Context: an optimization exercise on an open-source flow, tuned for a short achievable clock period and few clock cycles per item. The choices shown serve that exercise and are no tape-out recipe. At most, simulation tests tie the RTL to the original design; equivalence was not proved. No functional check of the RTL was part of runs 6 and 7. Power is estimated from default activity; no workload was simulated.

[flow/flow/run.sh]
#!/bin/bash
# The standard layout, with two changes to how it is made:
#  - repair_timing is asked for extra setup margin, so that it keeps
#    improving paths well past what the 10 ns clock needs;
#  - adders are left to abc as plain gates (no half/full-adder cells).
set -euo pipefail
MARGIN=$(cat flow/margin.txt)
bash standard.sh finish SETUP_SLACK_MARGIN=$MARGIN ADDER_MAP_FILE= > flow_make.log 2>&1
[flow/flow/margin.txt]
7.2
[flow/standard.sh]
#!/bin/bash
# synth_recipe.tcl (not shown) runs the flow's synth.tcl, then flattens the netlist and writes it again
# the make line also repeats each setting of config.mk as NAME=value (left out here)
make -C /OpenROAD-flow-scripts/flow DESIGN_CONFIG=/design/flow/config.mk WORK_HOME=/design/flow/orfs CLKGATE_MAP_FILE= SYNTH_SCRIPT=/design/flow/synth_recipe.tcl "${@:-finish}"
[flow/config.mk]
export PLATFORM = sky130hd
export DESIGN_NAME = hesch_cpu
export DESIGN_NICKNAME = hesch_cpu
export VERILOG_FILES = /design/flow/design.v
export SDC_FILE = /design/flow/constraint.sdc
export NUM_CORES = 4
export LEC_CHECK = 0
export CAP_MARGIN = 20
export CORE_MARGIN = 2
export CORE_UTILIZATION = 40
export PLACE_DENSITY = 0.6
export SLEW_MARGIN = 20
[flow/constraint.sdc]
create_clock -name core_clock -period 10.0 [get_ports {clk}]
set_input_delay 2.0000 -clock core_clock [delete_from_list [all_inputs] [get_ports {clk}]]
set_output_delay 2.0000 -clock core_clock [all_outputs]
set_load 0.01 [all_outputs]
[flow/design.v]
module hesch_ucode (
    input  wire [7:0] b,
    output wire [6:0] alu,
    output wire [3:0] sl,
    output wire [3:0] sr,
    output wire       wr
);
    wire [3:0] op = b[3:0];
    assign alu[0] = op[2:0] == 3'd0;
    assign alu[1] = op[2:0] == 3'd1;
    assign alu[2] = op[2:0] == 3'd2;
    assign alu[3] = op[2:0] == 3'd3;
    assign alu[4] = op[2:0] == 3'd4;
    assign alu[5] = op[2:0] == 3'd6;
    assign alu[6] = op[2:0] == 3'd7;
    assign sl = 4'b0001 << b[7:6];
    assign sr = 4'b0001 << b[5:4];
    assign wr = !op[3] && op != 4'd5;
endmodule
module hesch_alu (
    input  wire [6:0] op,
    input  wire [7:0] l,
    input  wire [7:0] r,
    output wire [7:0] y
);
    wire [7:0] sum, dif;
    hesch_alu_add u_add (.a(l), .b(r),  .cin(1'b0), .s(sum));
    hesch_alu_add u_sub (.a(l), .b(~r), .cin(1'b1), .s(dif));
    assign y = ({8{op[0]}} & sum)
             | ({8{op[1]}} & dif)
             | ({8{op[2]}} & (l & r))
             | ({8{op[3]}} & (l | r))
             | ({8{op[4]}} & (l ^ r))
             | ({8{op[5]}} & {l[6:0], 1'b0})
             | ({8{op[6]}} & {1'b0, l[7:1]});
endmodule
module hesch_alu_add (
    input  wire [7:0] a,
    input  wire [7:0] b,
    input  wire       cin,
    output wire [7:0] s
);
    wire [7:0] p0 = a ^ b;
    wire [7:0] g0 = a & b;
    wire [7:0] g1, p1, g2, p2, g3, p3;
    assign g1[0] = g0[0] | (p0[0] & cin);
    assign p1[0] = 1'b0;
    genvar i;
    generate
        for (i = 1; i < 8; i = i + 1) begin : l1
            assign g1[i] = g0[i] | (p0[i] & (i == 1 ? (g0[0] | (p0[0] & cin)) : g0[i-1]));
            assign p1[i] = (i == 1) ? 1'b0 : (p0[i] & p0[i-1]);
        end
        for (i = 0; i < 8; i = i + 1) begin : l2
            if (i < 2) begin : lo
                assign g2[i] = g1[i];
                assign p2[i] = 1'b0;
            end else begin : hi
                assign g2[i] = g1[i] | (p1[i] & g1[i-2]);
                assign p2[i] = p1[i] & p1[i-2];
            end
        end
        for (i = 0; i < 8; i = i + 1) begin : l3
            if (i < 4) begin : lo
                assign g3[i] = g2[i];
                assign p3[i] = 1'b0;
            end else begin : hi
                assign g3[i] = g2[i] | (p2[i] & g2[i-4]);
                assign p3[i] = p2[i] & p2[i-4];
            end
        end
    endgenerate
    assign s = p0 ^ {g3[6:0], cin};
endmodule
module hesch_cpu (
    input  wire       clk,
    input  wire       rst,
    output wire [7:0] mem_addr,
    input  wire [7:0] mem_rdata,
    output wire       mem_we,
    output wire [7:0] mem_wdata,
    output wire       out_valid,
    output wire [7:0] out_data,
    output wire       halted,
    output wire       fault
);
    reg  [7:0] addr;
    reg  [7:0] pa;         
    reg  [7:0] ret;        
    reg  [7:0] ir;
    reg        k_opc, k_movo, k_jmpo;
    reg  [6:0] d_alu;
    reg  [3:0] d_sl, d_sr;
    reg        d_wr;
    reg        wr_q;
    reg        aw_q;       
    reg        ks_opc, ks_movo, ks_jmpo;
    reg        halted_q;
    reg        fault_q;
    reg  [7:0] ra, rb, rc, rd;
    reg  [7:0] bank;
    reg        we_q;
    reg        ov_q;
    reg  [7:0] data_q;
    wire [7:0] b = mem_rdata;
    wire [7:0] addr_inc = addr + 8'd1;
    wire [3:0] op     = ir[3:0];
    wire       i_mov  = op == 4'd8;
    wire       i_jmp  = op == 4'd9;
    wire       i_stop = op[3] && op[2] && (op[1] || op[0]);
    wire       e_stop = k_opc && i_stop;
    wire [3:0] dst    = ir[7:4];
    wire       m_pc   = k_movo && dst == 4'd4;
    wire       m_mem  = k_movo && dst == 4'd5 && ir[2:0] != 3'd5;
    wire       m_out  = k_movo && dst == 4'd9;
    wire       m_bank = k_movo && dst == 4'd7;
    wire [3:0] m_reg  = k_movo ? ((5'b00001 << dst) & 5'b01111) : 4'b0000;
    wire [3:0] a_reg  = (k_opc && d_wr) ? d_sl : 4'b0000;
    wire f_movo = k_opc && i_mov;
    wire f_jmpo = k_opc && i_jmp;
    wire f_opc  = !(f_movo || f_jmpo || e_stop || m_pc);
    wire n_opc  = !halted_q && !wr_q && (aw_q ? ks_opc  : f_opc);
    wire n_movo = !halted_q && !wr_q && (aw_q ? ks_movo : f_movo);
    wire n_jmpo = !halted_q && !wr_q && (aw_q ? ks_jmpo : f_jmpo);
    reg [7:0] src;
    always @(*) begin
        case (ir[2:0])
            3'd0:    src = ra;
            3'd1:    src = rb;
            3'd2:    src = rc;
            3'd3:    src = rd;
            3'd4:    src = addr;
            3'd5:    src = ir;
            3'd6:    src = ra;
            default: src = bank;
        endcase
    end
    wire [7:0] op_l = ({8{d_sl[0]}} & ra) | ({8{d_sl[1]}} & rb) |
                      ({8{d_sl[2]}} & rc) | ({8{d_sl[3]}} & rd);
    wire [7:0] op_r = ({8{d_sr[0]}} & ra) | ({8{d_sr[1]}} & rb) |
                      ({8{d_sr[2]}} & rc) | ({8{d_sr[3]}} & rd);
    wire [7:0] alu_y;
    hesch_alu u_alu (
        .op (d_alu),
        .l  (op_l),
        .r  (op_r),
        .y  (alu_y)
    );
    wire [6:0] b_alu;
    wire [3:0] b_sl, b_sr;
    wire       b_wr;
    hesch_ucode u_dec (
        .b   (b),
        .alu (b_alu),
        .sl  (b_sl),
        .sr  (b_sr),
        .wr  (b_wr)
    );
    assign mem_addr  = addr;
    assign mem_we    = we_q;
    assign mem_wdata = data_q;
    assign out_valid = ov_q;
    assign out_data  = data_q;
    assign halted    = halted_q;
    assign fault     = fault_q;
    always @(posedge clk) begin
        ir     <= b;
        d_alu  <= b_alu;
        d_sl   <= b_sl;
        d_sr   <= b_sr;
        d_wr   <= b_wr;
        pa     <= addr;
        ret    <= addr_inc;
        data_q <= src;
        if (wr_q) begin
            ks_opc  <= f_opc && !halted_q;
            ks_movo <= f_movo && !halted_q;
            ks_jmpo <= f_jmpo && !halted_q;
        end
    end
    always @(posedge clk) begin
        if (rst) begin
            addr     <= 8'h00;
            k_opc    <= 1'b0;
            k_movo   <= 1'b0;
            k_jmpo   <= 1'b0;
            wr_q     <= 1'b0;
            aw_q     <= 1'b0;
            halted_q <= 1'b0;
            fault_q  <= 1'b0;
            ra       <= 8'h00;
            rb       <= 8'h00;
            rc       <= 8'h00;
            rd       <= 8'h00;
            bank     <= 8'h00;
            we_q     <= 1'b0;
            ov_q     <= 1'b0;
        end else begin
            k_opc  <= n_opc;
            k_movo <= n_movo;
            k_jmpo <= n_jmpo;
            wr_q   <= m_mem;
            aw_q   <= wr_q;
            we_q   <= m_mem;
            ov_q   <= m_out;
            if (e_stop) begin
                halted_q <= 1'b1;
                fault_q  <= op[1];
            end
            if (a_reg[0]) ra <= alu_y; else if (m_reg[0]) ra <= src;
            if (a_reg[1]) rb <= alu_y; else if (m_reg[1]) rb <= src;
            if (a_reg[2]) rc <= alu_y; else if (m_reg[2]) rc <= src;
            if (a_reg[3]) rd <= alu_y; else if (m_reg[3]) rd <= src;
            if (m_bank) bank <= src;
            if (n_jmpo)
                addr <= b;
            else if (m_pc)
                addr <= src;
            else if (m_mem)
                addr <= pa;
            else if (wr_q)
                addr <= ret;
            else
                addr <= addr_inc;
        end
    end
endmodule
==> flow_summary.json, run 1 <==
{
  "vias_per_cell": 6.32,
  "rows": 44,
  "cp.buffers_inverters": 1,
  "final_cells": 902,
  "io_pins": 38,
  "cts.hold.buffers_added": 0,
  "grt_max_degree": 31,
  "dp_hpwl_um": 13500,
  "path_delay_family": "flip-flops",
  "initial_core_util_pct": 41.2,
  "dp.cells": 871,
  "slew_headroom_pct": 45.7,
  "die_w_um": 127,
  "slew_viol_final": 0,
  "first_pass_iters": 6,
  "fin_ws_ns": 7.16,
  "clock_path_buffers": 2,
  "setup-tns-final_ns": 0,
  "cts_tree": "done",
  "wirelength_um": 18700,
  "slowest_delay_ns": 0.36,
  "cts_root_buf": "clkbuf_16",
  "critical-path-slowest-cell": "dfxtp_4",
  "outcome": "finished clean",
  "worst_setup_path_start_kind": "flop",
  "cp-end-kind": "output pin",
  "fmax_ghz": 0.353,
  "period_minus_slack_ns": 2.84,
  "avgSynthCellArea_um2": 8.60,
  "ys.warnings.count": 1,
  "ys_top_cells_by_area": "dfxtp_1 34%, nor2_1 5.0%, mux2i_1 4.8%, a211oi_1 4.7%, a22oi_1 4.1%",
  "diodes": 0,
  "vdd_drop_max_mv": 0.0984,
  "vias": 5702,
  "wl_per_cell_um": 20.8,
  "nNetsFinal": 723,
  "critical_path_class": "flop to output pin",
  "grt_setup_unrepaired": "yes",
  "drive_gt1_share_pct": 19.9,
  "grt_pass1_vias": 5326,
  "synth_cell_types": 80,
  "area_delta_synth_final_pct": 15.4,
  "synth.top_cell.area_share_pct": 34.3,
  "skew_ns": 0.0121,
  "place.gp.congestion": 0.920,
  "cp.required_ns": 8.00,
  "grt_usage_pct": 23.3,
  "power_density_nw_per_um2": 136,
  "antenna_left": 0,
  "clock_sinks": 106,
  "path_cells": "buf_6",
  "coreArea_um2": 14600,
  "insertion_delay_ns": 0.36,
  "setup_viol": 0,
  "die_y_um": 127,
  "hold_viol_final": 0,
  "synth_largest_area_cell": "dfxtp_1",
  "clk_pin_slew_ns": 0.08,
  "path_max_fanout": 2,
  "crit_arrival_ns": 0.84,
  "synth_fp_nets": 709,
  "htree_num_levels": 3,
  "p_leak_uw": 0.00268,
  "min_path_type": "flop to flop",
  "maxCapViolCount": 0,
  "grt_pass1_wl_um": 29300,
  "grt-ovfl-total": 0,
  "antenna_found_initial": 0,
  "synth_area_um2": 6010,
  "tightest_slew_ns": 0.809,
  "yosysMostFrequentCell": "dfxtp_1",
  "ys_ff_latch": 106,
  "dieArea_um2": 16000,
  "numCtsBuffers": 9,
  "synth_seq_area_share_pct": 35.8,
  "portBuffers": 37,
  "pre_cts_ws_ns": 6.23,
  "synth_common_cells": "103 x dfxtp_1, 80 x nor2_1, 48 x nand2_1",
  "synth_async_sr_flop_share_pct": 0,
  "drt_iter0_drc": 702,
  "fin_crit_sh_pct": 28.4,
  "route.detailed.drc": 0,
  "synth_flop_cell": "dfxtp_1",
  "synthCells": 699,
  "synth_edf_count": 3
}
[kinds of logic after synthesis]
kind of cell | after synthesis | share of synthesized area (%)
compound gates | 235 | 28.8
flops | 106 | 35.8
mux | 45 | 7.83
buf+inv | 68 | 6.41
xor+xnor | 16 | 2.64
fa+ha+maj | 1 | 0.187
simple gates | 228 | 18.3
[final cells by class]
cell class / instances / area, um2
Clock inverter: 7 / 72.6
Clock buffer: 9 / 225
Fill cell: 1400 / 7650
Inverter: 16 / 63.8
Timing Repair Buffer: 55 / 597
Multi-Input combinational cell: 525 / 3540
Sequential cell: 106 / 2210
Tap cell: 184 / 230
[per-stage QoR]
stage                     power [uW]  utilization [%]  hold slack (ns)  area [um2]
after global routing             979             47.6            0.520        6940
after global placement           589             43.2            0.435        6300
after floorplan                  549                -            0.416        6010
final                            947             47.6            0.487        6940
after CTS                        942             46.9            0.493        6850
after detailed placement         591             43.2            0.431        6310
[worst min-delay path: stages, from the launching register on]
cell	delay (ns)
dfxtp_2	0.33
o21ai_0	0.06
a21oi_1	0.06
[where the power goes]
group	internal [uW]	switching, uW
Combinational	58.6	72.1
Sequential	440	27.5
Clock	175	173
Total	674	273
[registers in the layout (all words and copies together), names as in the netlist]
signal / flops
fault_q: 1
ret: 8
k_movo: 1
rd: 8
ra: 8
ks_opc: 1
ov_q: 1
d_alu: 7
ks_movo: 1
bank: 8
ks_jmpo: 1
pa: 8
data_q: 8
d_wr: 1
d_sr: 4
rc: 8
ir: 8
aw_q: 1
halted_q: 1
k_opc: 1
d_sl: 4
rb: 8
addr: 8
we_q: 1
[cell usage in the layout, fill, tap and decap left out, types with 16 or more instances in the layout]
master,synthesis,routed
nor2_1,80,80
o211ai_1,17,17
mux2_2,16,16
a22oi_1,33,29
buf_6,6,27
nand3_1,22,22
nand2_1,48,47
o21ai_0,26,26
a211oi_1,38,38
dfxtp_1,103,76
a21oi_1,45,43
dfxtp_2,0,16
mux2i_1,29,27
[metal layers]
layer  part of all wire [%]  global-route usage (%)
met1                     44                    31.7
met2                     46                    36.2
met3                    7.6                    4.13
met4                    2.8                    10.2
met5                      0                       0
[final timing paths]
path | from | end | slack (ns) | cells after the start
worst max-delay path | addr[0]$_SDFF_PP0_ | mem_addr[0] | 7.16 | 1
worst min-delay path | fault_q$_SDFFE_PP0P_ | fault_q$_SDFFE_PP0P_ | 0.49 | 2
worst max register to register | d_sr[2]$_SDFF_PN0_ | rc[5]$_SDFFE_PP0P_ | 7.32 | 8
worst min register to register | fault_q$_SDFFE_PP0P_ | fault_q$_SDFFE_PP0P_ | 0.49 | 2
[timing repair]
action,4_1_cts,5_1_grt
endpoints found under the setup margin,59,54
buffers inserted,13,0
cloned,2,0
resized for setup,173,24
Testbench counts, summed over its fixed seeds: cycles 14,206, instructions 9,586.
==> inputs of run 2 (changes only) <==
--- a/flow/config.mk
+++ b/flow/config.mk
@@ -9,4 +9,5 @@
 export CORE_MARGIN = 2
 export CORE_UTILIZATION = 40
+export CTS_BUF_LIST = sky130_fd_sc_hd__clkbuf_8
 export PLACE_DENSITY = 0.6
 export SLEW_MARGIN = 20
==> flow_summary.json, run 2 <==
{
  "outcome": "finished clean",
  "clk_pin_slew_ns": 0.11,
  "path_delay_family": "flip-flops",
  "grt_usage_pct": 23.3,
  "drt_iter0_drc": 669,
  "first_pass_iters": 7,
  "synthCells": 699,
  "slew_headroom_pct": 45.2,
  "wirelength_um": 18700,
  "dp_hpwl_um": 13500,
  "cp.buffers_inverters": 1,
  "dp.cells": 871,
  "register_area_um2": 2210,
  "setup-tns-final_ns": 0,
  "path_max_fanout": 2,
  "coreArea_um2": 14600,
  "cts_root_buf": "clkbuf_8",
  "worst_setup_path_start_kind": "flop",
  "synth_largest_area_cell": "dfxtp_1",
  "vias_per_cell": 6.32,
  "fmax_ghz": 0.346,
  "critical-path-slowest-cell": "dfxtp_4",
  "hold_viol_final": 0,
  "fin_ws_ns": 7.11,
  "synth_edf_count": 3,
  "io_pins": 38,
  "synth_flop_cell": "dfxtp_1",
  "critical_path_class": "flop to output pin",
  "rows": 44,
  "drive_gt1_share_pct": 20.0,
  "ys.warnings.count": 1,
  "period_minus_slack_ns": 2.89,
  "layout_common_cells": "80 x nor2_1, 76 x dfxtp_1, 47 x nand2_1",
  "dieArea_um2": 16000,
  "cts_tree": "done",
  "slew_viol_final": 0,
  "synth_area_um2": 6010,
  "fin_crit_sh_pct": 28.9,
  "final_cells": 903,
  "cts.hold.buffers_added": 0,
  "clock_path_buffers": 2,
  "whs_ns": 0.492,
  "min_path_type": "flop to flop",
  "place.gp.congestion": 0.920,
  "pre_cts_ws_ns": 6.23,
  "antenna_left": 0,
  "grt-ovfl-total": 0,
  "route.detailed.drc": 0,
  "grt_max_degree": 31,
  "nNetsFinal": 724,
  "grt_pass1_vias": 5347,
  "wl_per_cell_um": 20.7,
  "synth_seq_area_share_pct": 35.8,
  "cp-end-kind": "output pin",
  "path_cells": "buf_2",
  "die_w_um": 127,
  "p_leak_uw": 0.00262,
  "yosysMostFrequentCell": "dfxtp_1",
  "grt_pass1_wl_um": 29300,
  "synth_fp_nets": 709,
  "ys_top_cells_by_area": "dfxtp_1 34%, nor2_1 5.0%, mux2i_1 4.8%, a211oi_1 4.7%, a22oi_1 4.1%",
  "synth_cell_types": 80,
  "vias": 5711,
  "vdd_drop_max_mv": 0.0960,
  "cp.required_ns": 8.00,
  "area_delta_synth_final_pct": 13.8,
  "diodes": 0,
  "crit_arrival_ns": 0.89,
  "ys_ff_latch": 106,
  "skew_ns": 0.0167,
  "synth_async_sr_flop_share_pct": 0,
  "setup_viol": 0,
  "clock_sinks": 106,
  "power_density_nw_per_um2": 125,
  "layout_commonest_cell": "nor2_1",
  "maxCapViolCount": 0,
  "die_y_um": 127,
  "initial_core_util_pct": 41.2,
  "htree_num_levels": 3,
  "portBuffers": 37,
  "grt_setup_unrepaired": "yes",
  "insertion_delay_ns": 0.39,
  "synth.top_cell.area_share_pct": 34.3,
  "synth_common_cells": "103 x dfxtp_1, 80 x nor2_1, 48 x nand2_1",
  "fill_cells": 1407,
  "avgSynthCellArea_um2": 8.60,
  "tightest_slew_ns": 0.816,
  "antenna_found_initial": 0,
  "slowest_delay_ns": 0.36,
  "numCtsBuffers": 9,
  "multiInputGateArea_um2": 3540
}
## run 2: per-layer routing
metal  GRT usage [%]  vias to the layer above  part of all wire (%)
met3            4.30                       46                   8.4
met4            9.24                        0                   2.8
met2            36.7                      271                    46
li1                -                     2635                     -
met1            31.6                     2759                    43
met5               0                        -                     0
## run 2: cells by family (layout without fill, tap and decap cells)
| group | after synthesis | in the layout | share of synthesized area [%] |
|---|---|---|---|
| adders and majority gates | 1 | 1 | 0.187 |
| and+or+nand+nor | 228 | 228 | 18.3 |
| xor gates and xnor gates | 16 | 16 | 2.64 |
| DFF | 106 | 106 | 35.8 |
| AOI/OAI and AO/OA | 235 | 235 | 28.8 |
| buffers and inverters | 68 | 88 | 6.41 |
| muxes | 45 | 45 | 7.83 |
## run 2: stage by stage
| stage | power (uW) | area (um2) | util [%] |
|---|---|---|---|
| floorplan | 549 | 6010 | - |
| global placement | 589 | 6300 | 43.2 |
| detailed placement | 591 | 6310 | 43.2 |
| CTS | 855 | 6780 | 46.5 |
| global route | 890 | 6840 | 46.9 |
| finish | 856 | 6840 | 46.9 |
## run 2: where the power goes
group          internal (uW)  leakage, uW  switching (uW)
clock                   96.9    0.0000997             161
sequential               440     0.000882            27.6
combinational           58.5      0.00164            71.9
## run 2: final cells by class
cell class                 instances  area share, %
multi-input combinational        525           51.7
tap                              184           3.37
timing repair buffer              56           8.76
inverter                          16          0.933
sequential                       106           32.4
clock buffer                       9           1.81
clock inverter                     7           1.06
## run 2: timing repair
action / in CTS / in global routing
buffers inserted: 13 / 1
setup endpoints to repair: 60 / 50
pin swaps: 0 / 1
cloned: 2 / 0
gates resized for setup: 182 / 15
## run 2: path summary, 6_finish.rpt
check,from,endpoint,slack (ns),cells past startpoint
setup / recovery,we_q$_SDFF_PP0_,mem_we,7.11,1
hold / removal,fault_q$_SDFFE_PP0P_,fault_q$_SDFFE_PP0P_,0.49,2
setup reg to reg,rc[1]$_SDFFE_PP0P_,ra[7]$_SDFFE_PP0P_,7.30,8
hold reg to reg,fault_q$_SDFFE_PP0P_,fault_q$_SDFFE_PP0P_,0.49,2
==> inputs of run 3 (changes only) <==
==> flow/flow/run.sh (replaced) <==
#!/bin/bash
# The standard layout, with repair_timing asked for extra setup margin so
# that it keeps improving paths well past the 10 ns the clock needs.
set -euo pipefail
MARGIN=$(cat flow/margin.txt)
bash standard.sh finish SETUP_SLACK_MARGIN=$MARGIN > flow_make.log 2>&1
--- a/flow/config.mk
+++ b/flow/config.mk
@@ -8,6 +8,5 @@
 export CAP_MARGIN = 20
 export CORE_MARGIN = 2
-export CORE_UTILIZATION = 40
-export CTS_BUF_LIST = sky130_fd_sc_hd__clkbuf_8
-export PLACE_DENSITY = 0.6
+export CORE_UTILIZATION = 65
+export PLACE_DENSITY = 0.75
 export SLEW_MARGIN = 20
==> flow_summary.json, run 3 <==
{
  "outcome": "finished clean",
  "setup_viol": 0,
  "synth.top_cell.area_share_pct": 35.0,
  "diodes": 0,
  "cp.required_ns": 8.00,
  "synth_async_sr_flop_share_pct": 0,
  "drt_iter0_drc": 650,
  "grt_pass1_vias": 5154,
  "clock_sinks": 106,
  "numCtsBuffers": 9,
  "vias": 5634,
  "vias_per_cell": 6.77,
  "initial_core_util_pct": 67.3,
  "synth_edf_count": 3,
  "crit_arrival_ns": 0.87,
  "synth_largest_area_cell": "dfxtp_1",
  "first_pass_iters": 5,
  "insertion_delay_ns": 0.38,
  "clk_pin_slew_ns": 0.12,
  "whs_ns": 0.467,
  "wirelength_um": 17700,
  "cp-end-kind": "output pin",
  "grt_usage_pct": 36.1,
  "area_delta_synth_final_pct": 12.0,
  "grt_max_degree": 60,
  "cts_root_buf": "clkbuf_8",
  "dieArea_um2": 9850,
  "die_w_um": 99.3,
  "antenna_left": 0,
  "fin_crit_sh_pct": 28.7,
  "yosysMostFrequentCell": "dfxtp_1",
  "p_leak_uw": 0.00251,
  "avgSynthCellArea_um2": 8.27,
  "route.detailed.drc": 0,
  "htree_num_levels": 3,
  "layout_common_cells": "80 x nand2_1, 74 x dfxtp_1, 58 x a21oi_1",
  "portBuffers": 37,
  "wl_per_cell_um": 21.3,
  "hold_viol_final": 0,
  "ys_ff_latch": 106,
  "grt-ovfl-total": 0,
  "min_path_type": "flop to flop",
  "comb_power_share_pct": 13.1,
  "p_switching_uw": 252,
  "rows": 34,
  "tightest_slew_ns": 1.07,
  "pre_cts_ws_ns": 6.51,
  "synth_common_cells": "103 x dfxtp_1, 80 x nand2_1, 60 x a21oi_1",
  "final_util_pct": 75.4,
  "critical-path-slowest-cell": "dfxtp_4",
  "worst_setup_path_start_kind": "flop",
  "cts.hold.buffers_added": 0,
  "synth_flop_cell": "dfxtp_1",
  "p_clk_share_pct": 33.2,
  "internal_power_uw": 609,
  "synth_seq_area_share_pct": 36.5,
  "synth_cell_types": 67,
  "cp.buffers_inverters": 1,
  "period_minus_slack_ns": 2.87,
  "die_y_um": 99.3,
  "setup-tns-final_ns": 0,
  "dp_hpwl_um": 12400,
  "maxCapViolCount": 0,
  "path_delay_family": "flip-flops",
  "fin_ws_ns": 7.13,
  "path_cells": "buf_6",
  "grt_pass1_wl_um": 28000,
  "ys.warnings.count": 1,
  "skew_ns": 0.0182,
  "coreArea_um2": 8760,
  "ys_top_cells_by_area": "dfxtp_1 35%, a21oi_1 5.1%, ha_1 5.1%, nand2_1 5.1%, a22oi_1 4.8%",
  "fmax_ghz": 0.348,
  "io_pins": 38,
  "fill_cells": 651,
  "seqPwrFrac_pct": 53.7,
  "critical_path_class": "flop to output pin",
  "power_density_nw_per_um2": 130,
  "cts_tree": "done",
  "slowest_delay_ns": 0.37,
  "synth_fp_nets": 749,
  "vdd_drop_max_mv": 0.115,
  "swShare_pct": 29.2,
  "slew_headroom_pct": 27.6,
  "synthCells": 713,
  "clock_path_buffers": 2,
  "antenna_found_initial": 0,
  "place.gp.congestion": 0.938,
  "drive_gt1_share_pct": 15.9,
  "nNetsFinal": 755,
  "synth_area_um2": 5900,
  "grt_setup_unrepaired": "yes",
  "path_max_fanout": 2,
  "layout_commonest_cell": "nand2_1",
  "slew_viol_final": 0
}
==> run 3: cell families after synthesis <==
| kind of cell | Yosys count | share of synthesized area, % |
|---|---|---|
| AO/OA/AOI/OAI | 231 | 27.1 |
| XOR/XNOR | 10 | 1.48 |
| adder cells (fa/ha/maj) | 26 | 5.77 |
| buffers and inverters | 98 | 7.32 |
| flip-flops | 106 | 36.5 |
| multiplexers | 19 | 3.71 |
| AND/OR/NAND/NOR | 223 | 18.2 |
==> run 3: final timing paths <==
| check | from | end | slack (ns) | cells after the start |
|---|---|---|---|---|
| max | addr[0]$_SDFF_PP0_ | mem_addr[0] | 7.13 | 1 |
| min | bank[2]$_SDFFE_PP0P_ | bank[2]$_SDFFE_PP0P_ | 0.47 | 2 |
| max reg2reg | d_sl[2]$_SDFF_PN0_ | rb[6]$_SDFFE_PP0P_ | 7.26 | 9 |
| min reg2reg | bank[2]$_SDFFE_PP0P_ | bank[2]$_SDFFE_PP0P_ | 0.47 | 2 |
==> run 3: layout make-up <==
class | count | area, um2 | share of cell area (%)
Timing Repair Buffer | 51 | 503 | 7.61
Clock inverter | 6 | 85.1 | 1.29
Sequential cell | 106 | 2220 | 33.6
Multi-Input combinational cell | 509 | 3380 | 51.1
Inverter | 42 | 158 | 2.39
Clock buffer | 10 | 128 | 1.93
Tap cell | 108 | 135 | 2.04
==> run 3: routing by layer <==
layer	up-vias	track usage, %	wire, um
met5	-	0	0
met4	0	13.1	559
met3	58	6.89	1760
met2	367	56.4	8120
met1	2628	50.1	7280
li1	2581	-	-
==> run 3: repair_timing <==
action / 4_1_cts / 5_1_grt
pin swaps: 0 / 3
buffers inserted: 11 / 1
setup endpoints to repair: 38 / 61
resized for setup: 175 / 22
==> run 3: power groups by stage <==
stage | Sequential [uW] | Combinational, uW | Clock, uW
floorplan | 461 | 74.1 | 0
global placement | 472 | 98.4 | 0
detailed placement | 473 | 100 | 0
CTS | 461 | 108 | 285
global route | 465 | 121 | 301
finish | 463 | 113 | 286
==> run 3: through the flow <==
stage               total power [uW]  area [um2]  cells
floorplan                        535        5900    713
global placement                 570        6140    804
detailed placement               573        6140    804
CTS                              854        6540    831
global route                     886        6610    832
finish                           861        6610    832
==> inputs of run 4 (changes only) <==
--- a/flow/config.mk
+++ b/flow/config.mk
@@ -8,5 +8,5 @@
 export CAP_MARGIN = 20
 export CORE_MARGIN = 2
-export CORE_UTILIZATION = 65
-export PLACE_DENSITY = 0.75
+export CORE_UTILIZATION = 40
+export PLACE_DENSITY = 0.6
 export SLEW_MARGIN = 20
==> flow_summary.json, run 4 <==
{
  "grt_max_degree": 60,
  "route.detailed.drc": 0,
  "portBuffers": 37,
  "internal_power_uw": 660,
  "cts_root_buf": "clkbuf_16",
  "whs_ns": 0.462,
  "synthMuxAreaShare_pct": 3.71,
  "clk_pin_slew_ns": 0.07,
  "synth_compound_area_share_pct": 27.1,
  "synth_async_sr_flop_share_pct": 0,
  "finalInstanceArea_um2": 6820,
  "die_w_um": 125,
  "dp_hpwl_um": 13200,
  "fin_ws_ns": 7.17,
  "diodes": 0,
  "comb_power_share_pct": 12.3,
  "wl_per_cell_um": 19.7,
  "cts.hold.buffers_added": 0,
  "yosysMostFrequentCell": "dfxtp_1",
  "vias": 5487,
  "clock_sinks": 106,
  "avgSynthCellArea_um2": 8.27,
  "skew_ns": 0.00878,
  "slew_headroom_pct": 38.8,
  "insertion_delay_ns": 0.36,
  "r2r_start": "d_sl[2]$_SDFF_PN0_",
  "vdd_drop_max_mv": 0.116,
  "crit_arrival_ns": 0.83,
  "fmax_ghz": 0.354,
  "rows": 44,
  "period_minus_slack_ns": 2.83,
  "layout_commonest_cell": "nand2_1",
  "path_cells": "buf_6",
  "r2r_slack_ns": 7.24,
  "synth_xor_area_share_pct": 1.48,
  "first_pass_iters": 5,
  "tightest_slew_ns": 0.908,
  "hold_path_end": "bank[2]$_SDFFE_PP0P_",
  "synthAdderAreaFrac_pct": 5.77,
  "post_dp_cell_area_um2": 6240,
  "synth-simple-area-share_pct": 18.2,
  "grt-ovfl-total": 0,
  "maxCapViolCount": 0,
  "numCtsBuffers": 9,
  "path_delay_family": "flip-flops",
  "io_pins": 38,
  "fin_crit_sh_pct": 28.3,
  "ys_ff_latch": 106,
  "synth_area_um2": 5900,
  "critical_path_class": "flop to output pin",
  "place.gp.congestion": 0.892,
  "critical-path-slowest-cell": "dfxtp_4",
  "ys_top_cells_by_area": "dfxtp_1 35%, a21oi_1 5.1%, ha_1 5.1%, nand2_1 5.1%, a22oi_1 4.8%",
  "area_delta_synth_final_pct": 15.7,
  "grt_usage_pct": 22.8,
  "slowest_delay_ns": 0.36,
  "htree_num_levels": 3,
  "setup_viol": 0,
  "layout_common_cells": "80 x nand2_1, 74 x dfxtp_1, 56 x a21oi_1",
  "outcome": "finished clean",
  "coreArea_um2": 14500,
  "synth_fp_nets": 749,
  "p_clk_share_pct": 37.4,
  "grt_pass1_wl_um": 28500,
  "p_total_uw": 919,
  "hold_viol_final": 0,
  "nNetsFinal": 760,
  "antenna_found_initial": 0,
  "synth_seq_area_share_pct": 36.5,
  "reg2reg_to": "ra[6]$_SDFFE_PP0P_",
  "grt_pass1_vias": 5219,
  "min_path_cells": 2,
  "dieArea_um2": 15700,
  "grt_setup_unrepaired": "yes",
  "swShare_pct": 28.1,
  "synth_largest_area_cell": "dfxtp_1",
  "min_path_type": "flop to flop",
  "pre_cts_ws_ns": 6.51,
  "drive_gt1_share_pct": 16.9,
  "worst_setup_path_start_kind": "flop",
  "cp.required_ns": 8.00,
  "hold_path.startpoint": "bank[2]$_SDFFE_PP0P_",
  "synth_edf_count": 3,
  "cp-end-kind": "output pin",
  "fill_cells": 1404,
  "synth.top_cell.area_share_pct": 35.0,
  "die_y_um": 125,
  "antenna_left": 0,
  "drt_iter0_drc": 464,
  "p_switching_uw": 258,
  "cts_tree": "done",
  "initial_core_util_pct": 40.7,
  "ys.warnings.count": 1,
  "clock_path_buffers": 2,
  "synth_common_cells": "103 x dfxtp_1, 80 x nand2_1, 60 x a21oi_1",
  "synth_top_family_by_area": "compound AO/OA/AOI/OAI gates",
  "synth_cell_types": 67,
  "wirelength_um": 18000,
  "p_leak_uw": 0.00258,
  "slew_viol_final": 0,
  "setup-tns-final_ns": 0,
  "seqPwrFrac_pct": 50.3,
  "path_max_fanout": 2,
  "synthCells": 713,
  "r2r_cells": 9,
  "synth_flop_cell": "dfxtp_1",
  "cp.buffers_inverters": 1,
  "power_density_nw_per_um2": 135,
  "vias_per_cell": 6.01
}
## run 4: final cells by class
cell class / count / area [um2] / share of cell area (%)
Tap cell: 184 / 230 / 3.37
Multi-Input combinational cell: 509 / 3380 / 49.5
Timing Repair Buffer: 56 / 556 / 8.14
Clock inverter: 7 / 56.3 / 0.825
Clock buffer: 9 / 225 / 3.30
Inverter: 42 / 158 / 2.31
Sequential cell: 106 / 2220 / 32.5
## run 4: cell families (layout without fill, tap and decap cells)
family          count (synthesis)  count (layout)
compound gates                231             231
xor+xnor                       10              10
flops                         106             106
mux                            19              19
simple gates                  223             223
fa+ha+maj                      26              26
buf+inv                        98             114
## run 4: power by group through the flow
| stage | clock network, uW | registers (uW) | logic, uW |
|---|---|---|---|
| finish | 344 | 463 | 113 |
| global route | 365 | 465 | 123 |
| floorplan | 0 | 461 | 74.1 |
| CTS | 349 | 462 | 109 |
| detailed placement | 0 | 474 | 101 |
| global placement | 0 | 473 | 99.8 |
## run 4: per-stage QoR
stage,util (%),cells
detailed placement,43.1,881
finish,47.1,913
global placement,43.1,881
global route,47.1,913
floorplan,-,713
CTS,46.3,908
## run 4: timing repair
action                                  in CTS  in global routing
resized for setup                          176                 23
endpoints found under the setup margin      39                 51
pin swaps                                    1                  3
buffers inserted                            11                  5
## run 4: how the worst max path moves through the flow
| stage | cells past startpoint | start | endpoint |
|---|---|---|---|
| floorplan | 4 | rst | addr[0]$_SDFF_PP0_ |
| global placement | 1 | we_q$_SDFF_PP0_ | mem_we |
| detailed placement | 1 | we_q$_SDFF_PP0_ | mem_we |
| CTS | 1 | we_q$_SDFF_PP0_ | mem_we |
| global route | 1 | addr[2]$_SDFF_PP0_ | mem_addr[2] |
| finish | 1 | addr[2]$_SDFF_PP0_ | mem_addr[2] |
## run 4: routing by layer
layer  vias to the layer above  global-route usage, %  wire, um
met3                        34                   5.26      1250
met5                         -                      0         0
met2                       224                   35.7      8310
met1                      2647                   30.7      8030
li1                       2582                      -         -
met4                         0                   8.37       379
==> inputs of run 5 (changes only) <==
--- a/flow/design.v
+++ b/flow/design.v
@@ -86,6 +86,4 @@
 );
     reg  [7:0] addr;
-    reg  [7:0] pa;         
-    reg  [7:0] ret;        
     reg  [7:0] ir;
     reg        k_opc, k_movo, k_jmpo;
@@ -170,6 +168,4 @@
         d_sr   <= b_sr;
         d_wr   <= b_wr;
-        pa     <= addr;
-        ret    <= addr_inc;
         data_q <= src;
         if (wr_q) begin
@@ -218,7 +214,7 @@
                 addr <= src;
             else if (m_mem)
-                addr <= pa;
+                addr <= addr - 8'd1;    
             else if (wr_q)
-                addr <= ret;
+                addr <= addr + 8'd2;    
             else
                 addr <= addr_inc;
==> flow_summary.json, run 5 <==
{
  "route.detailed.drc": 0,
  "nNetsFinal": 771,
  "grt_usage_pct": 25.4,
  "grt_pass1_wl_um": 29000,
  "synthCells": 718,
  "dieArea_um2": 15100,
  "wl_per_cell_um": 20.7,
  "place.gp.congestion": 0.951,
  "setup-tns-final_ns": 0,
  "hold_viol_final": 0,
  "grt_pass1_vias": 5206,
  "post_dp_cell_area_um2": 5970,
  "grt-ovfl-total": 0,
  "antenna_left": 0,
  "initial_core_util_pct": 40.8,
  "drt_iter0_drc": 711,
  "antenna_found_initial": 0,
  "synth_seq_area_share_pct": 32.4,
  "htree_num_levels": 3,
  "fill_cells": 1326,
  "wirelength_um": 19000,
  "tightest_slew_ns": 0.979,
  "avgSynthCellArea_um2": 7.86,
  "startpoint": "addr[5]$_SDFF_PP0_",
  "path_delay_family": "flip-flops",
  "drive_gt1_share_pct": 18.8,
  "clock_sinks": 90,
  "skew_ns": 0.0134,
  "path_max_fanout": 2,
  "synth-simple-area-share_pct": 21.1,
  "yosysMostFrequentCell": "nand2_1",
  "synth_cell_types": 64,
  "setup_viol": 0,
  "ys_ff_latch": 90,
  "coreArea_um2": 13800,
  "vdd_drop_max_mv": 0.0744,
  "crit_arrival_ns": 0.84,
  "maxCapViolCount": 0,
  "cp.required_ns": 8.00,
  "portBuffers": 37,
  "outcome": "finished clean",
  "slew_viol_final": 0,
  "rows": 43,
  "vias_per_cell": 6.16,
  "synth_flop_cell": "dfxtp_1",
  "vias": 5640,
  "synth_edf_count": 3,
  "hold_path.startpoint": "fault_q$_SDFFE_PP0P_",
  "diodes": 0,
  "io_pins": 38,
  "synth.top_cell.area_share_pct": 30.8,
  "area_delta_synth_final_pct": 18.6,
  "ys.warnings.count": 1,
  "synth_async_sr_flop_share_pct": 0,
  "insertion_delay_ns": 0.36,
  "cts_tree": "done",
  "dp_hpwl_um": 12800,
  "synth_common_cells": "99 x nand2_1, 87 x dfxtp_1, 54 x a21oi_1",
  "synth_compound_area_share_pct": 25.5,
  "ys_top_cells_by_area": "dfxtp_1 31%, nand2_1 6.6%, ha_1 6.2%, a22oi_1 5.1%, a21oi_1 4.8%",
  "first_pass_iters": 7,
  "synthAdderAreaFrac_pct": 6.91,
  "synth_fp_nets": 758,
  "worst_setup_path_start_kind": "flop",
  "cp-end-kind": "output pin",
  "period_minus_slack_ns": 2.84,
  "slowest_delay_ns": 0.36,
  "path_cells": "buf_6",
  "min_path_type": "flop to flop",
  "r2r_start": "d_sl[2]$_SDFF_PN0_",
  "critical_path_class": "flop to output pin",
  "layout_common_cells": "95 x nand2_1, 60 x dfxtp_1, 52 x a21oi_1",
  "clk_pin_slew_ns": 0.07,
  "p_leak_uw": 0.00252,
  "fmax_ghz": 0.353,
  "synth_top_family_by_area": "compound AO/OA/AOI/OAI gates",
  "grt_setup_unrepaired": "yes",
  "power_density_nw_per_um2": 132,
  "layout_commonest_cell": "nand2_1",
  "critical-path-slowest-cell": "dfxtp_4",
  "cp.buffers_inverters": 1,
  "synth_largest_area_cell": "dfxtp_1",
  "slew_headroom_pct": 34.2,
  "clock_path_buffers": 2,
  "finalInstanceArea_um2": 6700,
  "synth_xor_area_share_pct": 2.02,
  "numCtsBuffers": 9,
  "fin_crit_sh_pct": 28.4,
  "synth_area_um2": 5650,
  "p_total_uw": 886,
  "die_y_um": 123,
  "grt_max_degree": 57,
  "synthMuxAreaShare_pct": 4.37,
  "die_w_um": 123,
  "cts_root_buf": "clkbuf_16"
}
==> run 5: metrics by stage <==
step / setup slack (ns) / utilization (%) / hold slack [ns] / instances
6_report: 7.16 / 48.4 / 0.486 / 916
5_1_grt: 7.16 / 48.4 / 0.515 / 916
4_1_cts: 7.17 / 46.1 / 0.494 / 903
3_5_place_dp: 6.69 / 43.2 / 0.479 / 876
3_3_place_gp: 6.73 / 43.2 / 0.467 / 876
2_1_floorplan: 7.25 / - / 0.461 / 718
==> run 5: cells by family (layout without fill, tap and decap cells) <==
logic type	Yosys count	in the layout
XOR/XNOR	13	13
AND/OR/NAND/NOR	251	251
adder cells (fa/ha/maj)	30	30
flip-flops	90	90
AO/OA/AOI/OAI	209	209
multiplexers	23	23
buffers and inverters	102	120
==> run 5: report_power, final <==
part	leakage [uW]	internal (uW)	switching, uW	total (uW)
clock	0.000138	190	147	336
combinational	0.00163	65.0	88.6	154
sequential	0.000754	374	22.7	397
total	0.00252	629	258	886
==> run 5: cell type report <==
| type | instances | area (um2) | share of cell area [%] |
|---|---|---|---|
| clock buffer | 13 | 270 | 4.04 |
| inverter | 40 | 150 | 2.24 |
| tap | 180 | 225 | 3.36 |
| timing repair buffer | 64 | 621 | 9.27 |
| clock inverter | 3 | 23.8 | 0.355 |
| sequential | 90 | 1900 | 28.4 |
| multi-input combinational | 526 | 3500 | 52.3 |
==> run 5: layer usage <==
layer | vias up | wire, um | GRT usage [%]
li1 | 2605 | - | -
met1 | 2644 | 8070 | 35.1
met2 | 334 | 8340 | 38.4
met3 | 57 | 1760 | 3.62
met4 | 0 | 808 | 12.6
met5 | - | 0 | 0
==> run 5: what timing repair did <==
action / 4_1_cts / 5_1_grt
setup endpoints to repair: 51 / 48
pin swaps: 0 / 10
buffers inserted: 11 / 13
gates resized for setup: 169 / 41
hold buffers: 0 / 0
==> run 5: worst paths after layout <==
check | to | slack [ns] | cells past startpoint
worst min register to register | fault_q$_SDFFE_PP0P_ | 0.49 | 2
worst min-delay path | fault_q$_SDFFE_PP0P_ | 0.49 | 2
worst max-delay path | mem_addr[5] | 7.16 | 1
worst max register to register | rb[5]$_SDFFE_PP0P_ | 7.24 | 9
Testbench counts of run 5, summed over its fixed seeds: cycles 14,206, instructions 9,586.
==> inputs of run 6 (changes only) <==
--- a/flow/design.v
+++ b/flow/design.v
@@ -86,8 +86,11 @@
 );
     reg  [7:0] addr;
+    reg  [7:0] pa;         
+    reg  [7:0] ret;        
     reg  [7:0] ir;
     reg        k_opc, k_movo, k_jmpo;
     reg  [6:0] d_alu;
-    reg  [3:0] d_sl, d_sr;
+    reg  [3:0] d_sl;
+    reg  [4:0] s_l, s_r;   
     reg        d_wr;
     reg        wr_q;
@@ -97,4 +100,6 @@
     reg        fault_q;
     reg  [7:0] ra, rb, rc, rd;
+    reg  [7:0] y_q;
+    reg  [3:0] y_w;        
     reg  [7:0] bank;
     reg        we_q;
@@ -121,21 +126,27 @@
     wire n_movo = !halted_q && !wr_q && (aw_q ? ks_movo : f_movo);
     wire n_jmpo = !halted_q && !wr_q && (aw_q ? ks_jmpo : f_jmpo);
+    wire [7:0] va = y_w[0] ? y_q : ra;
+    wire [7:0] vb = y_w[1] ? y_q : rb;
+    wire [7:0] vc = y_w[2] ? y_q : rc;
+    wire [7:0] vd = y_w[3] ? y_q : rd;
     reg [7:0] src;
     always @(*) begin
         case (ir[2:0])
-            3'd0:    src = ra;
-            3'd1:    src = rb;
-            3'd2:    src = rc;
-            3'd3:    src = rd;
+            3'd0:    src = va;
+            3'd1:    src = vb;
+            3'd2:    src = vc;
+            3'd3:    src = vd;
             3'd4:    src = addr;
             3'd5:    src = ir;
-            3'd6:    src = ra;
+            3'd6:    src = va;
             default: src = bank;
         endcase
     end
-    wire [7:0] op_l = ({8{d_sl[0]}} & ra) | ({8{d_sl[1]}} & rb) |
-                      ({8{d_sl[2]}} & rc) | ({8{d_sl[3]}} & rd);
-    wire [7:0] op_r = ({8{d_sr[0]}} & ra) | ({8{d_sr[1]}} & rb) |
-                      ({8{d_sr[2]}} & rc) | ({8{d_sr[3]}} & rd);
+    wire [7:0] op_l = ({8{s_l[0]}} & ra) | ({8{s_l[1]}} & rb) |
+                      ({8{s_l[2]}} & rc) | ({8{s_l[3]}} & rd) |
+                      ({8{s_l[4]}} & y_q);
+    wire [7:0] op_r = ({8{s_r[0]}} & ra) | ({8{s_r[1]}} & rb) |
+                      ({8{s_r[2]}} & rc) | ({8{s_r[3]}} & rd) |
+                      ({8{s_r[4]}} & y_q);
     wire [7:0] alu_y;
     hesch_alu u_alu (
@@ -166,6 +177,10 @@
         d_alu  <= b_alu;
         d_sl   <= b_sl;
-        d_sr   <= b_sr;
+        s_l    <= |(a_reg & b_sl) ? 5'b10000 : {1'b0, b_sl};
+        s_r    <= |(a_reg & b_sr) ? 5'b10000 : {1'b0, b_sr};
+        y_q    <= alu_y;
         d_wr   <= b_wr;
+        pa     <= addr;
+        ret    <= addr_inc;
         data_q <= src;
         if (wr_q) begin
@@ -185,4 +200,5 @@
             halted_q <= 1'b0;
             fault_q  <= 1'b0;
+            y_w      <= 4'b0000;
             ra       <= 8'h00;
             rb       <= 8'h00;
@@ -204,8 +220,9 @@
                 fault_q  <= op[1];
             end
-            if (a_reg[0]) ra <= alu_y; else if (m_reg[0]) ra <= src;
-            if (a_reg[1]) rb <= alu_y; else if (m_reg[1]) rb <= src;
-            if (a_reg[2]) rc <= alu_y; else if (m_reg[2]) rc <= src;
-            if (a_reg[3]) rd <= alu_y; else if (m_reg[3]) rd <= src;
+            y_w <= a_reg;
+            if (m_reg[0]) ra <= src; else if (y_w[0]) ra <= y_q;
+            if (m_reg[1]) rb <= src; else if (y_w[1]) rb <= y_q;
+            if (m_reg[2]) rc <= src; else if (y_w[2]) rc <= y_q;
+            if (m_reg[3]) rd <= src; else if (y_w[3]) rd <= y_q;
             if (m_bank) bank <= src;
             if (n_jmpo)
@@ -214,7 +231,7 @@
                 addr <= src;
             else if (m_mem)
-                addr <= addr - 8'd1;    
+                addr <= pa;
             else if (wr_q)
-                addr <= addr + 8'd2;    
+                addr <= ret;
             else
                 addr <= addr_inc;
==> flow_summary.json, run 6 <==
{
  "cts_tree": "done",
  "r2r_slack_ns": 7.33,
  "insertion_delay_ns": 0.42,
  "antenna_left": 0,
  "layout_commonest_cell": "dfxtp_1",
  "synth.top_cell.area_share_pct": 37.5,
  "cp.buffers_inverters": 1,
  "path_cells": "buf_6",
  "wl_per_cell_um": 19.0,
  "nNetsFinal": 785,
  "critical-path-slowest-cell": "dfxtp_4",
  "p_leak_uw": 0.00306,
  "rows": 46,
  "register_area_um2": 2570,
  "clk_pin_slew_ns": 0.06,
  "maxCapViolCount": 0,
  "antenna_found_initial": 0,
  "dieArea_um2": 17200,
  "grt_pass1_vias": 5546,
  "worst_setup_path_start_kind": "flop",
  "min_path_cells": 2,
  "synth_async_sr_flop_share_pct": 0,
  "synthCells": 730,
  "slew_viol_final": 0,
  "synth_cell_types": 80,
  "avgSynthCellArea_um2": 8.85,
  "path_delay_family": "flip-flops",
  "area_delta_synth_final_pct": 19.2,
  "synth_area_um2": 6460,
  "coreArea_um2": 15800,
  "fill_cells": 1495,
  "wirelength_um": 18500,
  "dp_hpwl_um": 13400,
  "grt_max_degree": 68,
  "synth_edf_count": 3,
  "cp-end-kind": "output pin",
  "first_pass_iters": 6,
  "final_util_pct": 48.7,
  "tightest_slew_ns": 0.714,
  "whs_ns": 0.496,
  "grt_setup_unrepaired": "yes",
  "place.gp.congestion": 0.865,
  "ys_ff_latch": 124,
  "setup_viol": 0,
  "fmax_ghz": 0.345,
  "crit_arrival_ns": 0.90,
  "synth_common_cells": "121 x dfxtp_1, 77 x nor2_1, 71 x nand2_1",
  "drive_gt1_share_pct": 18.1,
  "period_minus_slack_ns": 2.90,
  "outcome": "finished clean",
  "cts_root_buf": "clkbuf_16",
  "synth_fp_nets": 766,
  "die_y_um": 131,
  "synth_seq_area_share_pct": 38.9,
  "critical_path_class": "flop to output pin",
  "portBuffers": 37,
  "path_max_fanout": 2,
  "die_w_um": 131,
  "synth_largest_area_cell": "dfxtp_1",
  "htree_num_levels": 4,
  "grt-ovfl-total": 0,
  "vias_per_cell": 5.83,
  "yosysMostFrequentCell": "dfxtp_1",
  "layout_common_cells": "96 x dfxtp_1, 77 x nor2_1, 71 x nand2_1",
  "numCtsBuffers": 17,
  "drt_iter0_drc": 604,
  "clock_path_buffers": 2,
  "power_density_nw_per_um2": 163,
  "ys.warnings.count": 1,
  "ys_top_cells_by_area": "dfxtp_1 37%, mux2i_1 6.2%, ha_1 4.6%, nor2_1 4.5%, nand2_1 4.1%",
  "grt_pass1_wl_um": 29500,
  "grt_usage_pct": 21.6,
  "hold_path.startpoint": "bank[1]$_SDFFE_PP0P_",
  "cp.depth": 1,
  "cp.required_ns": 8.00,
  "vdd_drop_max_mv": 0.117,
  "hold_viol_final": 0,
  "io_pins": 38,
  "synth_flop_cell": "dfxtp_1",
  "slowest_delay_ns": 0.36,
  "skew_ns": 0.00765,
  "r2r_start": "s_l[0]$_SDFF_PP0_",
  "setup-tns-final_ns": 0,
  "initial_core_util_pct": 40.8,
  "min_path_type": "flop to flop",
  "clock_sinks": 124,
  "fin_crit_sh_pct": 29.0,
  "vias": 5695,
  "slew_headroom_pct": 52.3,
  "multiInputGateArea_um2": 3570,
  "reg2reg_to": "y_q[7]$_DFF_P_",
  "diodes": 0,
  "hold_path_end": "bank[1]$_SDFFE_PP0P_",
  "route.detailed.drc": 0,
  "r2r_cells": 9
}
## run 6: cell types whose count changed in the layout (fill, tap and decap cells not counted), sizes merged, moves of 11 or more
| cell | change |
|---|---|
| a21oi | -18 |
| a221oi | -20 |
| a222oi | +11 |
| a22oi | -16 |
| dfxtp | +34 |
| mux2i | +21 |
| nand2 | -28 |
| nor2 | +27 |
## run 6: worst max-delay path by stage
stage	end	start
after CTS	mem_addr[1]	addr[1]$_SDFF_PP0_
after detailed placement	mem_we	we_q$_SDFF_PP0_
after global placement	mem_we	we_q$_SDFF_PP0_
after floorplan	rb[2]$_SDFF_PP0_	rst
after global routing	mem_addr[1]	addr[1]$_SDFF_PP0_
final	mem_addr[1]	addr[1]$_SDFF_PP0_
## run 6: cells by family after synthesis
family	share of synthesized area (%)
buf+inv	6.48
simple gates	18.8
mux	8.98
compound gates	20.4
xor+xnor	1.22
fa+ha+maj	5.27
flops	38.9
## run 6: layer usage
metal,share of wire (%),vias up,track usage (%)
met1,44,2754,27.9
met2,49,224,35.7
met4,2.0,0,7.73
met3,5.2,29,4.59
li1,-,2688,-
met5,0,-,0
## run 6: per-stage QoR
| stage | worst slack [ns] | area (um2) | cells | total power [uW] |
|---|---|---|---|---|
| global placement | 6.59 | 6850 | 933 | 618 |
| floorplan | 7.23 | 6460 | 730 | 585 |
| finish | 7.10 | 7710 | 977 | 1250 |
| detailed placement | 6.54 | 6850 | 933 | 620 |
| CTS | 7.09 | 7620 | 976 | 1260 |
| global route | 7.08 | 7710 | 977 | 1290 |
## run 6: timing repair
item	CTS	global route
buffers inserted	12	1
pin swaps	2	3
endpoints found under the setup margin	36	37
cloned	0	0
resized for setup	169	23
hold buffers	0	0
## run 6: layout make-up
| type | instances | area share [%] |
|---|---|---|
| Multi-Input combinational cell | 513 | 46.3 |
| Sequential cell | 124 | 33.3 |
| Timing Repair Buffer | 53 | 6.92 |
| Clock buffer | 19 | 5.88 |
| Tap cell | 216 | 3.51 |
| Clock inverter | 12 | 2.11 |
| Inverter | 40 | 1.95 |
## run 6: power by group
part | switching [uW] | internal, uW
sequential | 21.0 | 511
combinational | 47.4 | 37.5
clock | 230 | 406
total | 298 | 955
==> inputs of run 7 (changes only) <==
--- a/flow/config.mk
+++ b/flow/config.mk
@@ -8,5 +8,5 @@
 export CAP_MARGIN = 20
 export CORE_MARGIN = 2
-export CORE_UTILIZATION = 40
-export PLACE_DENSITY = 0.6
+export CORE_UTILIZATION = 65
+export PLACE_DENSITY = 0.75
 export SLEW_MARGIN = 20
==> flow_summary.json, run 7 <==
{
  "outcome": "finished clean",
  "cts_root_buf": "clkbuf_8",
  "period_minus_slack_ns": 3.01,
  "coreArea_um2": 9730,
  "area_delta_synth_final_pct": 17.8,
  "antenna_found_initial": 1,
  "synth_edf_count": 3,
  "antenna_left": 0,
  "synth.top_cell.area_share_pct": 37.5,
  "seqPwrFrac_pct": 43.7,
  "slew_headroom_pct": 47.0,
  "worst_setup_path_start_kind": "flop",
  "route.detailed.drc": 0,
  "die_y_um": 104,
  "slew_viol_final": 0,
  "synth_async_sr_flop_share_pct": 0,
  "cts.hold.buffers_added": 0,
  "r2r_cells": 11,
  "grt_max_degree": 68,
  "grt_setup_unrepaired": "yes",
  "ys_ff_latch": 124,
  "drive_gt1_share_pct": 19.6,
  "hold_viol_final": 0,
  "die_w_um": 104,
  "wirelength_um": 20300,
  "p_leak_uw": 0.00306,
  "comb_power_share_pct": 7.1,
  "drt_iter0_drc": 810,
  "fill_cells": 664,
  "grt_usage_pct": 37.5,
  "layout_common_cells": "92 x dfxtp_1, 77 x nor2_1, 70 x nand2_1",
  "setup-tns-final_ns": 0,
  "synthCells": 730,
  "synth_cell_types": 80,
  "synth_area_um2": 6460,
  "grt_pass1_vias": 5727,
  "layout_commonest_cell": "dfxtp_1",
  "cp-end-kind": "output pin",
  "synth_fp_nets": 766,
  "fin_ws_ns": 6.99,
  "synth_flop_cell": "dfxtp_1",
  "vdd_drop_max_mv": 0.156,
  "grt_pass1_wl_um": 31400,
  "numCtsBuffers": 17,
  "dieArea_um2": 10800,
  "dp_hpwl_um": 13000,
  "nNetsFinal": 789,
  "first_pass_iters": 8,
  "grt-ovfl-total": 0,
  "avgSynthCellArea_um2": 8.85,
  "pre_cts_ws_ns": 6.56,
  "path_max_fanout": 2,
  "slowest_delay_ns": 0.36,
  "swShare_pct": 25.8,
  "clk_pin_slew_ns": 0.06,
  "internal_power_uw": 909,
  "cts_tree": "done",
  "ys.warnings.count": 1,
  "cp.depth": 1,
  "path_cells": "buf_6",
  "io_pins": 38,
  "clock_sinks": 124,
  "tightest_slew_ns": 0.794,
  "final_util_pct": 78.3,
  "fmax_ghz": 0.332,
  "min_path_cells": 2,
  "clock_path_buffers": 2,
  "min_path_type": "flop to flop",
  "critical-path-slowest-cell": "dfxtp_4",
  "diodes": 0,
  "path_delay_family": "flip-flops",
  "power_density_nw_per_um2": 161,
  "vias": 6036,
  "yosysMostFrequentCell": "dfxtp_1",
  "skew_ns": 0.00861,
  "maxCapViolCount": 0,
  "wl_per_cell_um": 22.6,
  "post_dp_cell_area_um2": 6750,
  "place.gp.congestion": 0.965,
  "p_clk_share_pct": 49.2,
  "p_total_uw": 1230,
  "cp.required_ns": 8.00,
  "ys_top_cells_by_area": "dfxtp_1 37%, mux2i_1 6.2%, ha_1 4.6%, nor2_1 4.5%, nand2_1 4.1%",
  "critical_path_class": "flop to output pin",
  "setup_viol": 0,
  "synth_seq_area_share_pct": 38.9,
  "rows": 36,
  "portBuffers": 37,
  "cp.buffers_inverters": 1,
  "synth_largest_area_cell": "dfxtp_1",
  "crit_arrival_ns": 1.01,
  "p_switching_uw": 316,
  "fin_crit_sh_pct": 30.1,
  "synth_common_cells": "121 x dfxtp_1, 77 x nor2_1, 71 x nand2_1",
  "initial_core_util_pct": 66.4,
  "insertion_delay_ns": 0.53,
  "finalInstanceArea_um2": 7620,
  "vias_per_cell": 6.71,
  "htree_num_levels": 4
}
## run 7: what timing repair did
| item | 4_1_cts | 5_1_grt |
|---|---|---|
| pin swaps | 5 | 7 |
| hold endpoints to repair | 0 | 0 |
| resized for setup | 181 | 18 |
| setup endpoints to repair | 33 | 34 |
| gates cloned | 0 | 0 |
| buffers inserted | 13 | 4 |
## run 7: layout make-up
class	instances	area (um2)	share of cell area [%]
repair buffers	57	558	7.33
multi-input cells	513	3590	47.2
flip-flops and latches	124	2580	33.8
clock inverters	14	156	2.05
inverters	40	150	1.97
clock buffers	18	418	5.49
well taps	133	166	2.18
## run 7: routing by layer
layer	wire length, um	global-route usage, %	share of wire (%)	vias to the layer above
met1	7700	47.9	38	2778
met5	0	0	0	-
li1	-	-	-	2689
met4	1130	20.9	5.6	0
met3	2250	7.74	11	110
met2	9250	59.3	46	459
## run 7: cells by family after synthesis
logic type,Yosys count,synth area share (%)
AOI/OAI and AO/OA,172,20.4
buffers and inverters,93,6.48
adders and majority gates,26,5.27
xor gates and xnor gates,9,1.22
muxes,52,8.98
DFF,124,38.9
and+or+nand+nor,254,18.8
## run 7: final timing paths
kind / from / to / slack [ns]
max: addr[2]$_SDFF_PP0_ / mem_addr[2] / 6.99
min: bank[1]$_SDFFE_PP0P_ / bank[1]$_SDFFE_PP0P_ / 0.49
max reg2reg: s_l[0]$_SDFF_PP0_ / y_q[6]$_DFF_P_ / 7.27
min reg2reg: bank[1]$_SDFFE_PP0P_ / bank[1]$_SDFFE_PP0P_ / 0.49
## run 7: power by group through the flow
stage,clock network [uW],logic [uW],registers (uW)
finish,603,86.7,536
global placement,0,74.6,545
detailed placement,0,75.9,546
CTS,600,83.6,534
global route,626,91.6,536
floorplan,0,53.0,532
## run 7: through the flow
stage	hold slack [ns]	std cells
floorplan	0.415	730
global placement	0.420	850
detailed placement	0.424	850
CTS	0.496	895
global route	0.514	899
finish	0.492	899

## afterwards: timing with drivers on the ports
The flow's constraints put no driver on any port. The routed layouts listed below were extracted and timed again, unchanged, in two steps. Step 1 (the two cells are an assumption about what drives the block):
set clk [get_ports {clk}]
set_driving_cell -lib_cell sky130_fd_sc_hd__clkbuf_16 $clk
set_driving_cell -lib_cell sky130_fd_sc_hd__buf_2 [delete_from_list [all_inputs] $clk]
Step 2 moves the port delays by t, midway between the first and last clock arrival at a register: inputs arrive t later, outputs are due t later. That takes back most of the time a late clock gives input paths. Slacks: ideal ports / drivers / drivers and shift; pairs: ideal ports / drivers.
run	t, ns	setup slack, ns	hold WS [ns]	worst slew at a driven data input, ns
run 1	0.397	7.165 / 7.123 / 6.971	0.487 / 0.487 / 0.487	0.03
run 2	0.423	7.114 / 7.074 / 6.877	0.492 / 0.492 / 0.492	0.03
run 3	0.407	7.127 / 7.094 / 6.866	0.467 / 0.467 / 0.467	0.04
run 4	0.393	7.173 / 7.133 / 6.911	0.462 / 0.462 / 0.462	0.03
run 5	0.390	7.165 / 7.126 / 6.943	0.486 / 0.486 / 0.486	0.03
run 6	0.459	7.101 / 7.063 / 6.839	0.496 / 0.496 / 0.496	0.03
run 7	0.561	6.992 / 6.956 / 6.717	0.492 / 0.492 / 0.492	0.04
After both steps every run listed still meets setup and hold. The setup slack of run 7, which loses most, moves by -0.036 ns with the drivers and by -0.275 ns with both steps.
